Context: an optimization exercise on an open-source flow, tuned for small area, a short achievable clock period and few clock cycles. The choices shown serve that exercise and are no tape-out recipe. Where RTL was checked, it was by simulation tests only, not by an equivalence proof against the original.

==> wip/garnet: inputs <==
// kcpu_core
module kcpu_core (
    input  wire        clk,
    input  wire        rst,           
    output reg         mem_req,
    output reg         mem_we,
    output reg  [31:0] mem_addr,
    output reg  [31:0] mem_wdata,
    output reg  [3:0]  mem_wstrb,
    input  wire        mem_gnt,
    input  wire        mem_rvalid,
    input  wire [31:0] mem_rdata,
    output reg         retire,
    output reg  [31:0] retire_pc,
    output reg         fault,
    output reg  [2:0]  fault_code,
    input  wire [3:0]  dbg_idx,
    output wire [31:0] dbg_rdata
);
Settings: LEC_CHECK=0, CAP_MARGIN=20, CORE_MARGIN=2, CORE_UTILIZATION=30, PLACE_DENSITY=0.5, SLEW_MARGIN=20; clock period 14.0 ns.
standard.sh (not shown) runs the stock make flow with config.mk's settings and CLKGATE_MAP_FILE= SYNTH_SCRIPT=/design/flow/synth_recipe.tcl, a recipe that flattens the netlist after the stock synthesis.
==> flow/flow/run.sh <==
#!/bin/bash
# The standard layout (the standard.sh: ORFS synthesis to final layout),
# with a larger setup margin for ORFS's timing repair so that it also works on
# paths that already meet the clock period.
set -euo pipefail
bash standard.sh SETUP_SLACK_MARGIN=7 finish > standard.log 2>&1
==> wip/willow: changes against wip/garnet <==
--- a/flow/design.v
+++ b/flow/design.v
@@ -33,23 +33,15 @@
     reg [287:0] xr;
     wire [31:0] pc     = xr[287:256];
     wire [31:0] c_val  = xr[95:64];
     wire [31:0] sp_val = xr[223:192];
     reg [31:0] dbg_r;
+    integer di;
     always @(*) begin
-        case (dbg_idx)
-            4'd0: dbg_r = xr[31:0];
-            4'd1: dbg_r = xr[63:32];
-            4'd2: dbg_r = xr[95:64];
-            4'd3: dbg_r = xr[127:96];
-            4'd4: dbg_r = xr[159:128];
-            4'd5: dbg_r = xr[191:160];
-            4'd6: dbg_r = xr[223:192];
-            4'd7: dbg_r = xr[255:224];
-            4'd8: dbg_r = xr[287:256];
-            default: dbg_r = 32'd0;
-        endcase
+        dbg_r = 32'd0;
+        for (di = 0; di < 9; di = di + 1)
+            dbg_r = dbg_r | ({32{dbg_idx == di[3:0]}} & xr[di*32 +: 32]);
     end
     assign dbg_rdata = dbg_r;
     localparam FQN = 4;            
     reg [31:0] fq [0:FQN-1];
     reg [2:0]  fcnt;               
@@ -114,49 +106,38 @@
     reg        p_ld, p_st, p_add, p_sub, p_mul, p_div, p_logic, p_stk, p_jmp;
     reg        p_shr, p_shl, p_or, p_and, p_xor, p_not;
     reg        p_rd, p_wr, p_simple, p_genwe;
     reg        p_sf;
     reg [2:0]  p_sc;
-    reg        p_immok, p_jimmok;
+    reg        p_immok, p_jimmok, p_d2imm;
     reg [8:0]  p_dsel;           
+    reg [8:0]  p_ssel;           
     wire        mode   = ir[5];
     wire [1:0]  width  = ir[7:6];
     wire [3:0]  dest   = ir[11:8];
     wire [3:0]  src    = ir[15:12];
     wire [31:0] imm    = ir[47:16];
     reg [31:0] rd_val, rs_val;
+    integer ri;
     always @(*) begin
-        case (dest[2:0])
-            3'd0: rd_val = xr[31:0];
-            3'd1: rd_val = xr[63:32];
-            3'd2: rd_val = xr[95:64];
-            3'd3: rd_val = xr[127:96];
-            3'd4: rd_val = xr[159:128];
-            3'd5: rd_val = xr[191:160];
-            3'd6: rd_val = xr[223:192];
-            default: rd_val = xr[255:224];
-        endcase
-        if (dest[3]) rd_val = pc;
-        case (src[2:0])
-            3'd0: rs_val = xr[31:0];
-            3'd1: rs_val = xr[63:32];
-            3'd2: rs_val = xr[95:64];
-            3'd3: rs_val = xr[127:96];
-            3'd4: rs_val = xr[159:128];
-            3'd5: rs_val = xr[191:160];
-            3'd6: rs_val = xr[223:192];
-            default: rs_val = xr[255:224];
-        endcase
-        if (src[3]) rs_val = pc;
+        rd_val = 32'd0;
+        rs_val = 32'd0;
+        for (ri = 0; ri < 9; ri = ri + 1) begin
+            rd_val = rd_val | ({32{p_dsel[ri]}} & xr[ri*32 +: 32]);
+            rs_val = rs_val | ({32{p_ssel[ri]}} & xr[ri*32 +: 32]);
+        end
     end
     wire is_push = p_stk && mode;
     wire is_pop  = p_stk && !mode;
     wire [31:0] sp_dec = sp_val - 32'd4;
     wire [31:0] opb    = mode ? imm : rs_val;
     wire [2:0]  nbytes = is_pop ? 3'd4 : (width == 2'd0) ? 3'd1 : (width == 2'd1) ? 3'd2 : 3'd4;
     wire [1:0]  doff   = p_stk ? sp_val[1:0] : imm[1:0];
-    wire        d2     = ({1'b0, doff} + nbytes) > 3'd4;
+    wire        d2_sp  = mode ? ((width == 2'd0) ? 1'b0 :
+                                 (width == 2'd1) ? (sp_val[1:0] == 2'd3) : (sp_val[1:0] != 2'd0))
+                              : (sp_val[1:0] != 2'd0);
+    wire        d2     = p_stk ? d2_sp : p_d2imm;
     wire [10:0] spw    = sp_val[12:2];
     wire [10:0] immw   = imm[12:2];
     wire [10:0] spw_m1 = spw - 11'd1;
     wire [10:0] spw_p1 = spw + 11'd1;
     wire [10:0] immw_p1 = immw + 11'd1;
@@ -230,20 +211,26 @@
     wire [31:0] s2 = pp3 ^ pp4 ^ s1;
     wire [31:0] c2 = {((pp3 & pp4) | (pp3 & s1) | (pp4 & s1)), 1'b0};
     wire [31:0] s3 = c1 ^ s2 ^ c2;
     wire [31:0] c3 = {((c1 & s2) | (c1 & c2) | (s2 & c2)), 1'b0};
     function [5:0] clz32(input [31:0] v);
-        integer k;
-        reg found;
+        reg z16, z8, z4, z2, z1;
+        reg [15:0] v16;
+        reg [7:0]  v8;
+        reg [3:0]  v4;
+        reg [1:0]  v2;
         begin
-            clz32 = 6'd32;
-            found = 1'b0;
-            for (k = 31; k >= 0; k = k - 1)
-                if (!found && v[k]) begin
-                    clz32 = 6'd31 - k[5:0];
-                    found = 1'b1;
-                end
+            z16 = (v[31:16] == 16'd0);
+            v16 = z16 ? v[15:0] : v[31:16];
+            z8  = (v16[15:8] == 8'd0);
+            v8  = z8 ? v16[7:0] : v16[15:8];
+            z4  = (v8[7:4] == 4'd0);
+            v4  = z4 ? v8[3:0] : v8[7:4];
+            z2  = (v4[3:2] == 2'd0);
+            v2  = z2 ? v4[1:0] : v4[3:2];
+            z1  = !v2[1];
+            clz32 = (v == 32'd0) ? 6'd32 : {1'b0, z16, z8, z4, z2, z1};
         end
     endfunction
     assign zr = clz32(dr);
     assign zd = clz32(dd);
     wire        in_dvf = (st == S_DVF);
@@ -254,11 +241,11 @@
     reg  [31:0] add_a, add_b;
     reg         add_c;
     always @(*) begin
         case (st)
             S_MUL: begin add_a = s3; add_b = c3; add_c = 1'b0; end
-            S_DVI: begin add_a = dr; add_b = ~dd; add_c = 1'b1; end
+            S_DV1, S_DVI: begin add_a = dr; add_b = ~dd; add_c = 1'b1; end
             S_DVF: begin add_a = dr ^ {32{rneg}}; add_b = 32'd0; add_c = rneg; end
             default: begin
                 if (p_div) begin
                     add_a = rd_val ^ {32{nneg}}; add_b = 32'd0; add_c = nneg;
                 end else begin
@@ -298,11 +285,11 @@
         case (st)
             S_RUN:  done = exok && (p_simple || (p_wr && !d2 && mem_gnt));
             S_LD:   done = ld_last;
             S_ST2:  done = mem_gnt;
             S_MUL:  done = (mcnt == 3'd0);
-            S_DV1:  done = dsh[6];
+            S_DV1:  done = dsh[6];             
             S_DVF:  done = 1'b1;
             default: done = 1'b0;
         endcase
     end
     reg [31:0] gen_data;
@@ -322,21 +309,25 @@
     wire        ld_ir = avail && (!irv || done) && !flush;
     wire        cons_early = avail_q && (!irv || (run && p_simple && !jmp_tk));
     wire [1:0]  nfv = {1'b0, tg0[0] && (qn != 2'd0)} + {1'b0, tg1[0] && (qn == 2'd2)};
     wire [3:0]  fill = {1'b0, fcnt} + {2'b0, nfv};
     wire        space = cons_early ? (fill < FQN + {2'b0, kw}) : (fill < FQN);
-    wire        f_req = (st != S_HALT) && !fa[11] && qfree && space && !ex_bus;
+    wire        f_req = (st != S_HALT) && !fa[11] && qfree && space &&
+                        !(sel_jmp || sel_d0 || sel_d1);
+    wire sel_jmp = run && irv && p_jmp && jtaken;
+    wire sel_d0  = run && irv && (p_rd || p_wr);
+    wire sel_d1  = ((st == S_LD) && d2 && (li == 2'd1)) || (st == S_ST2);
     always @(*) begin
         mem_req   = ex_bus || f_req;
         mem_we    = ex_wr0 || ex_wr1;
         mem_wdata = ex_wr1 ? st_lane[63:32] : st_lane[31:0];
         mem_wstrb = ex_wr1 ? st_strb[7:4] : st_strb[3:0];
         mem_addr  = {19'd0,
-                     ({11{ex_jmp}} & jtarget[12:2]) |
-                     ({11{ex_rd0 || ex_wr0}} & dw0) |
-                     ({11{ex_rd1 || ex_wr1}} & dw1) |
-                     ({11{!ex_bus}} & fa[10:0]),
+                     ({11{sel_jmp}} & jtarget[12:2]) |
+                     ({11{sel_d0}} & dw0) |
+                     ({11{sel_d1}} & dw1) |
+                     ({11{!(sel_jmp || sel_d0 || sel_d1)}} & fa[10:0]),
                      2'b00};
     end
     wire acc   = mem_req && mem_gnt;
     wire push  = acc && !mem_we;
     wire [1:0] push_tag = (ex_rd0 || ex_rd1) ? 2'b10 : {1'b0, !(flush && !ex_jmp)};
@@ -410,12 +401,15 @@
                             ((a_op == OP_STK) && !a_m);
                 p_sf     <= a_sf;
                 p_sc     <= a_sc;
                 p_immok  <= a_immok;
                 p_jimmok <= a_jimmok;
+                p_d2imm  <= ({1'b0, a_imm[1:0]} + a_n) > 3'd4;
                 for (i = 0; i < 9; i = i + 1)
                     p_dsel[i] <= (a_d == i[3:0]);
+                for (i = 0; i < 9; i = i + 1)
+                    p_ssel[i] <= (a_s == i[3:0]);
             end
             case (st)
                 S_RUN: begin
                     if (pc_bad) begin
                         fault <= 1'b1; fault_code <= F_MEM; st <= S_HALT;
@@ -452,12 +446,18 @@
                 S_MUL: begin
                     dr <= mprod; mcnt <= mcnt - 3'd1;
                     if (mcnt == 3'd0) st <= S_RUN;
                 end
                 S_DV1: begin
-                    dd <= sh_out; dq <= 32'd0; dcnt <= dsh[4:0];
-                    st <= dsh[6] ? S_RUN : S_DVI;
+                    if (dsh == 7'd0) begin
+                        if (dbit) dr <= add_s[31:0];
+                        dq <= {31'd0, dbit};
+                        st <= S_DVF;
+                    end else begin
+                        dd <= sh_out; dq <= 32'd0; dcnt <= dsh[4:0];
+                        st <= dsh[6] ? S_RUN : S_DVI;
+                    end
                 end
                 S_DVI: begin
                     if (dbit) dr <= add_s[31:0];
                     dq <= {dq[30:0], dbit};
                     dd <= {1'b0, dd[31:1]};
==> run summary <==
- Status: no timing/DRC/antenna violations
- Met2 Routed Length: around 170000 um
- DP Area: 66320 um2
- Final period utilization: 53.02%
- Grt met1 use: 52.19%
- Largest net degree at the start of global routing: 84
- Most frequent cells in the layout: 749 x nand2_1, 742 x nor2_1, 502 x o21ai_0
- Setup crit start: dbg_idx[3]
- Reg-to-reg setup timing slack: 6.86 ns
[end of results for wip/garnet]
==> run summary <==
- Met2 Routed Length: 169400 um
- Buffering overhead: 11.64%
- DRC: 0
- Reg-to-reg setup timing slack: 6.94 ns
- Grt met1 use: 50.52%
- Final period utilization: a little over half
- Most frequent cells in the layout: 777 x nand2_1, 690 x nor2_1, 547 x buf_4
- Max Cap Violations: 1
- Largest net degree at the start of global routing: between 70 and 80
- Slew Limit Fails: 3
- Post-route ant nets: 0
- Status: failed layout checks
- Failing Checks: max-capacitance violations, max-slew violations
- Worst r2r dst: dr[20]
- GRT Total Usage: a little over two fifths
- DP Area: 63130 um2
- Sequential share of cell area: 23.32%
- Setup crit start: dbg_idx[1]
[end of results for wip/willow]
Testbench counts of wip/willow, summed over its fixed seeds: cycles 34,035.
Only the layout flow was run in wip/garnet; the RTL was not checked for function there.

==> run K: inputs <==
kcpu_core with an RTL version that a note above also has.
export LEC_CHECK = 0
export CAP_MARGIN = 10
export CORE_MARGIN = 2
export CORE_UTILIZATION = 30
export CTS_BUF_LIST = sky130_fd_sc_hd__clkbuf_8
export CTS_CLUSTER_DIAMETER = 60
export CTS_CLUSTER_SIZE = 24
export PLACE_DENSITY = 0.5
export SLEW_MARGIN = 10
export TNS_END_PERCENT = 20
create_clock -name core_clock -period 14.0 [get_ports {clk}]
Scripts as last shown in full above: flow/flow/run.sh
==> run F (differences from run K) <==
--- a/flow/design.v
+++ b/flow/design.v
@@ -196,15 +196,18 @@
             for (k = 1; k < 8; k = k + 1)
                 if (v[k*4 +: 4] != 4'd0) topdig = k[2:0];
         end
     endfunction
     wire [2:0]  ta = topdig(rd_val);
     wire [2:0]  tb = topdig(rs_val);
     wire        mswap = (ta < tb);
-    wire [3:0]  nib  = dq[{mcnt, 2'b00} +: 4];
+    reg  [3:0]  nib;                           
+    wire [2:0]  mnext = mcnt - 3'd1;
+    wire [31:0] mplier = mswap ? rd_val : rs_val;
+    wire [2:0]  mtopd  = mswap ? ta : tb;
     wire [31:0] pp0  = {dr[27:0], 4'd0};
     wire [31:0] pp1  = nib[0] ? dd : 32'd0;
     wire [31:0] pp2  = nib[1] ? {dd[30:0], 1'b0} : 32'd0;
     wire [31:0] pp3  = nib[2] ? {dd[29:0], 2'b0} : 32'd0;
     wire [31:0] pp4  = nib[3] ? {dd[28:0], 3'b0} : 32'd0;
     wire [31:0] s1 = pp0 ^ pp1 ^ pp2;
     wire [31:0] c1 = {((pp0 & pp1) | (pp0 & pp2) | (pp1 & pp2)), 1'b0};
@@ -420,15 +423,16 @@
                             if (push) begin li <= 2'd1; lr <= 1'b0; st <= S_LD; end
                         end else if (p_wr) begin
                             if (mem_gnt && d2) st <= S_ST2;
                         end else if (p_mul) begin
                             dr   <= 32'd0;
                             dd   <= mswap ? rs_val : rd_val;
                             dq   <= mswap ? rd_val : rs_val;
-                            mcnt <= mswap ? ta : tb;
+                            mcnt <= mtopd;
+                            nib  <= mplier[{mtopd, 2'b00} +: 4];
                             st   <= S_MUL;
                         end else if (p_div) begin
                             dr <= add_s[31:0]; dd <= ng2;
                             rneg <= mode && rd_val[31];
                             qneg <= mode && (rd_val[31] ^ rs_val[31]);
                             st <= S_DV1;
                         end
@@ -440,15 +444,16 @@
                         lr <= 1'b1;
                         dd <= mem_rdata;
                         if (ld_last) st <= S_RUN;
                     end
                 end
                 S_ST2: if (mem_gnt) st <= S_RUN;
                 S_MUL: begin
-                    dr <= mprod; mcnt <= mcnt - 3'd1;
+                    dr <= mprod; mcnt <= mnext;
+                    nib <= dq[{mnext, 2'b00} +: 4];
                     if (mcnt == 3'd0) st <= S_RUN;
                 end
                 S_DV1: begin
                     if (dsh == 7'd0) begin
                         if (dbit) dr <= add_s[31:0];
                         dq <= {31'd0, dbit};
                         st <= S_DVF;
==> flow/flow/run.sh (replaced) <==
#!/bin/bash
# The standard layout (the standard.sh: ORFS synthesis to final layout),
# with a larger setup margin for ORFS's timing repair so that it also works on
# paths that already meet the clock period, and without gate cloning in that
# repair. All tool output goes to standard.log and ORFS's own logs.
set -euo pipefail
bash standard.sh SETUP_SLACK_MARGIN=6.7 SKIP_GATE_CLONING=1 finish > standard.log 2>&1
--- a/flow/config.mk
+++ b/flow/config.mk
@@ -5,12 +5,12 @@
 export SDC_FILE = /design/flow/constraint.sdc
 export NUM_CORES = 4
 export LEC_CHECK = 0
 export CAP_MARGIN = 10
 export CORE_MARGIN = 2
 export CORE_UTILIZATION = 30
 export CTS_BUF_LIST = sky130_fd_sc_hd__clkbuf_8
-export CTS_CLUSTER_DIAMETER = 60
-export CTS_CLUSTER_SIZE = 24
+export CTS_CLUSTER_DIAMETER = 50
+export CTS_CLUSTER_SIZE = 20
 export PLACE_DENSITY = 0.5
 export SLEW_MARGIN = 10
 export TNS_END_PERCENT = 20
==> run A (differences from run K) <==
--- a/flow/design.v
+++ b/flow/design.v
@@ -38,15 +38,15 @@
     integer di;
     always @(*) begin
         dbg_r = 32'd0;
         for (di = 0; di < 9; di = di + 1)
             dbg_r = dbg_r | ({32{dbg_idx == di[3:0]}} & xr[di*32 +: 32]);
     end
     assign dbg_rdata = dbg_r;
-    localparam FQN = 4;            
+    localparam FQN = 3;            
     reg [31:0] fq [0:FQN-1];
     reg [2:0]  fcnt;               
     reg [11:0] fa;                 
     reg [1:0]  tg0, tg1;
     reg [1:0]  qn;                 
     wire [1:0]  off  = pc[1:0];
     wire [10:0] pcw  = pc[12:2];
@@ -196,15 +196,18 @@
             for (k = 1; k < 8; k = k + 1)
                 if (v[k*4 +: 4] != 4'd0) topdig = k[2:0];
         end
     endfunction
     wire [2:0]  ta = topdig(rd_val);
     wire [2:0]  tb = topdig(rs_val);
     wire        mswap = (ta < tb);
-    wire [3:0]  nib  = dq[{mcnt, 2'b00} +: 4];
+    reg  [3:0]  nib;                           
+    wire [2:0]  mnext = mcnt - 3'd1;
+    wire [31:0] mplier = mswap ? rd_val : rs_val;
+    wire [2:0]  mtopd  = mswap ? ta : tb;
     wire [31:0] pp0  = {dr[27:0], 4'd0};
     wire [31:0] pp1  = nib[0] ? dd : 32'd0;
     wire [31:0] pp2  = nib[1] ? {dd[30:0], 1'b0} : 32'd0;
     wire [31:0] pp3  = nib[2] ? {dd[29:0], 2'b0} : 32'd0;
     wire [31:0] pp4  = nib[3] ? {dd[28:0], 3'b0} : 32'd0;
     wire [31:0] s1 = pp0 ^ pp1 ^ pp2;
     wire [31:0] c1 = {((pp0 & pp1) | (pp0 & pp2) | (pp1 & pp2)), 1'b0};
@@ -420,15 +423,16 @@
                             if (push) begin li <= 2'd1; lr <= 1'b0; st <= S_LD; end
                         end else if (p_wr) begin
                             if (mem_gnt && d2) st <= S_ST2;
                         end else if (p_mul) begin
                             dr   <= 32'd0;
                             dd   <= mswap ? rs_val : rd_val;
                             dq   <= mswap ? rd_val : rs_val;
-                            mcnt <= mswap ? ta : tb;
+                            mcnt <= mtopd;
+                            nib  <= mplier[{mtopd, 2'b00} +: 4];
                             st   <= S_MUL;
                         end else if (p_div) begin
                             dr <= add_s[31:0]; dd <= ng2;
                             rneg <= mode && rd_val[31];
                             qneg <= mode && (rd_val[31] ^ rs_val[31]);
                             st <= S_DV1;
                         end
@@ -440,15 +444,16 @@
                         lr <= 1'b1;
                         dd <= mem_rdata;
                         if (ld_last) st <= S_RUN;
                     end
                 end
                 S_ST2: if (mem_gnt) st <= S_RUN;
                 S_MUL: begin
-                    dr <= mprod; mcnt <= mcnt - 3'd1;
+                    dr <= mprod; mcnt <= mnext;
+                    nib <= dq[{mnext, 2'b00} +: 4];
                     if (mcnt == 3'd0) st <= S_RUN;
                 end
                 S_DV1: begin
                     if (dsh == 7'd0) begin
                         if (dbit) dr <= add_s[31:0];
                         dq <= {31'd0, dbit};
                         st <= S_DVF;
==> flow/flow/run.sh (replaced) <==
#!/bin/bash
# The standard layout (the standard.sh: ORFS synthesis to final layout),
# with a larger setup margin for ORFS's timing repair so that it also works on
# paths that already meet the clock period, and without gate cloning in that
# repair. All tool output goes to standard.log and ORFS's own logs.
set -euo pipefail
bash standard.sh SETUP_SLACK_MARGIN=7 SKIP_GATE_CLONING=1 finish > standard.log 2>&1
==> flow/config.mk (replaced) <==
export PLATFORM = sky130hd
export DESIGN_NAME = kcpu_core
export DESIGN_NICKNAME = kcpu_core
export VERILOG_FILES = /design/flow/design.v
export SDC_FILE = /design/flow/constraint.sdc
export NUM_CORES = 4
export LEC_CHECK = 0
export CAP_MARGIN = 40
export CORE_MARGIN = 2
export CORE_UTILIZATION = 34
export PLACE_DENSITY = 0.55
export SLEW_MARGIN = 40
==> comparison <==
- Run F finished but failed the layout checks on capacitance limit, slew limit. Run A completed without violations. Run K finished with timing, DRC and antenna clean.
- Worst hold slack, lowest first: run K, run A, run F.
- Between run A and run K, the lower clock skew is in run A (gap 24 ps).
- Global-route usage, lowest first: run F, run K, run A.
- Sequential cell count: run A < run K < run F.
- Between run F and run A, the lower synthesized cell count is in run A (gap 0.96%, measured against run A).
- Final cell count: run K > run F > run A.
- Die area: run A < run K < run F.
- Fmax: run F < run K < run A.
Testbench counts of run K, summed over its fixed seeds: cycles 34,035.
Testbench counts of run F, summed over its fixed seeds: cycles 34,035.
Testbench counts of run A, summed over its fixed seeds: cycles 34,893.

==> re-timing with driven ports <==
No port has a modelled driver above. Below, the same layouts with a new extraction and two added sets of constraints. Step 1 (the two cells are an assumption about what drives the block):
set clk [get_ports {clk}]
set_driving_cell -lib_cell sky130_fd_sc_hd__clkbuf_16 $clk
set_driving_cell -lib_cell sky130_fd_sc_hd__buf_2 [delete_from_list [all_inputs] $clk]
Step 2 moves the port delays by t, midway between the first and last clock arrival at a register: inputs arrive t later, outputs are due t later. That takes back most of the time a late clock gives input paths. Three values: ideal, step 1, step 2; two values: the first two.
| run | t (ns) | setup WS [ns] | worst register clock-pin slew, ns | worst slew at a driven data input, ns |
|---|---|---|---|---|
| wip/garnet | 0.861 | 6.578 / 6.503 / 6.503 | 0.07 / 0.07 | 0.07 |
| wip/willow | 0.893 | 6.560 / 6.509 / 6.509 | 0.07 / 0.07 | 0.07 |
| run K | 1.042 | 6.621 / 6.528 / 6.610 | 0.12 / 0.12 | 0.10 |
| run F | 1.031 | 6.228 / 6.188 / 6.228 | 0.10 / 0.10 | 0.06 |
| run A | 0.838 | 6.761 / 6.688 / 6.688 | 0.08 / 0.08 | 0.08 |
For wip/garnet, which loses most, drivers alone change the setup slack by -0.075 ns; drivers and shift together by -0.075 ns.
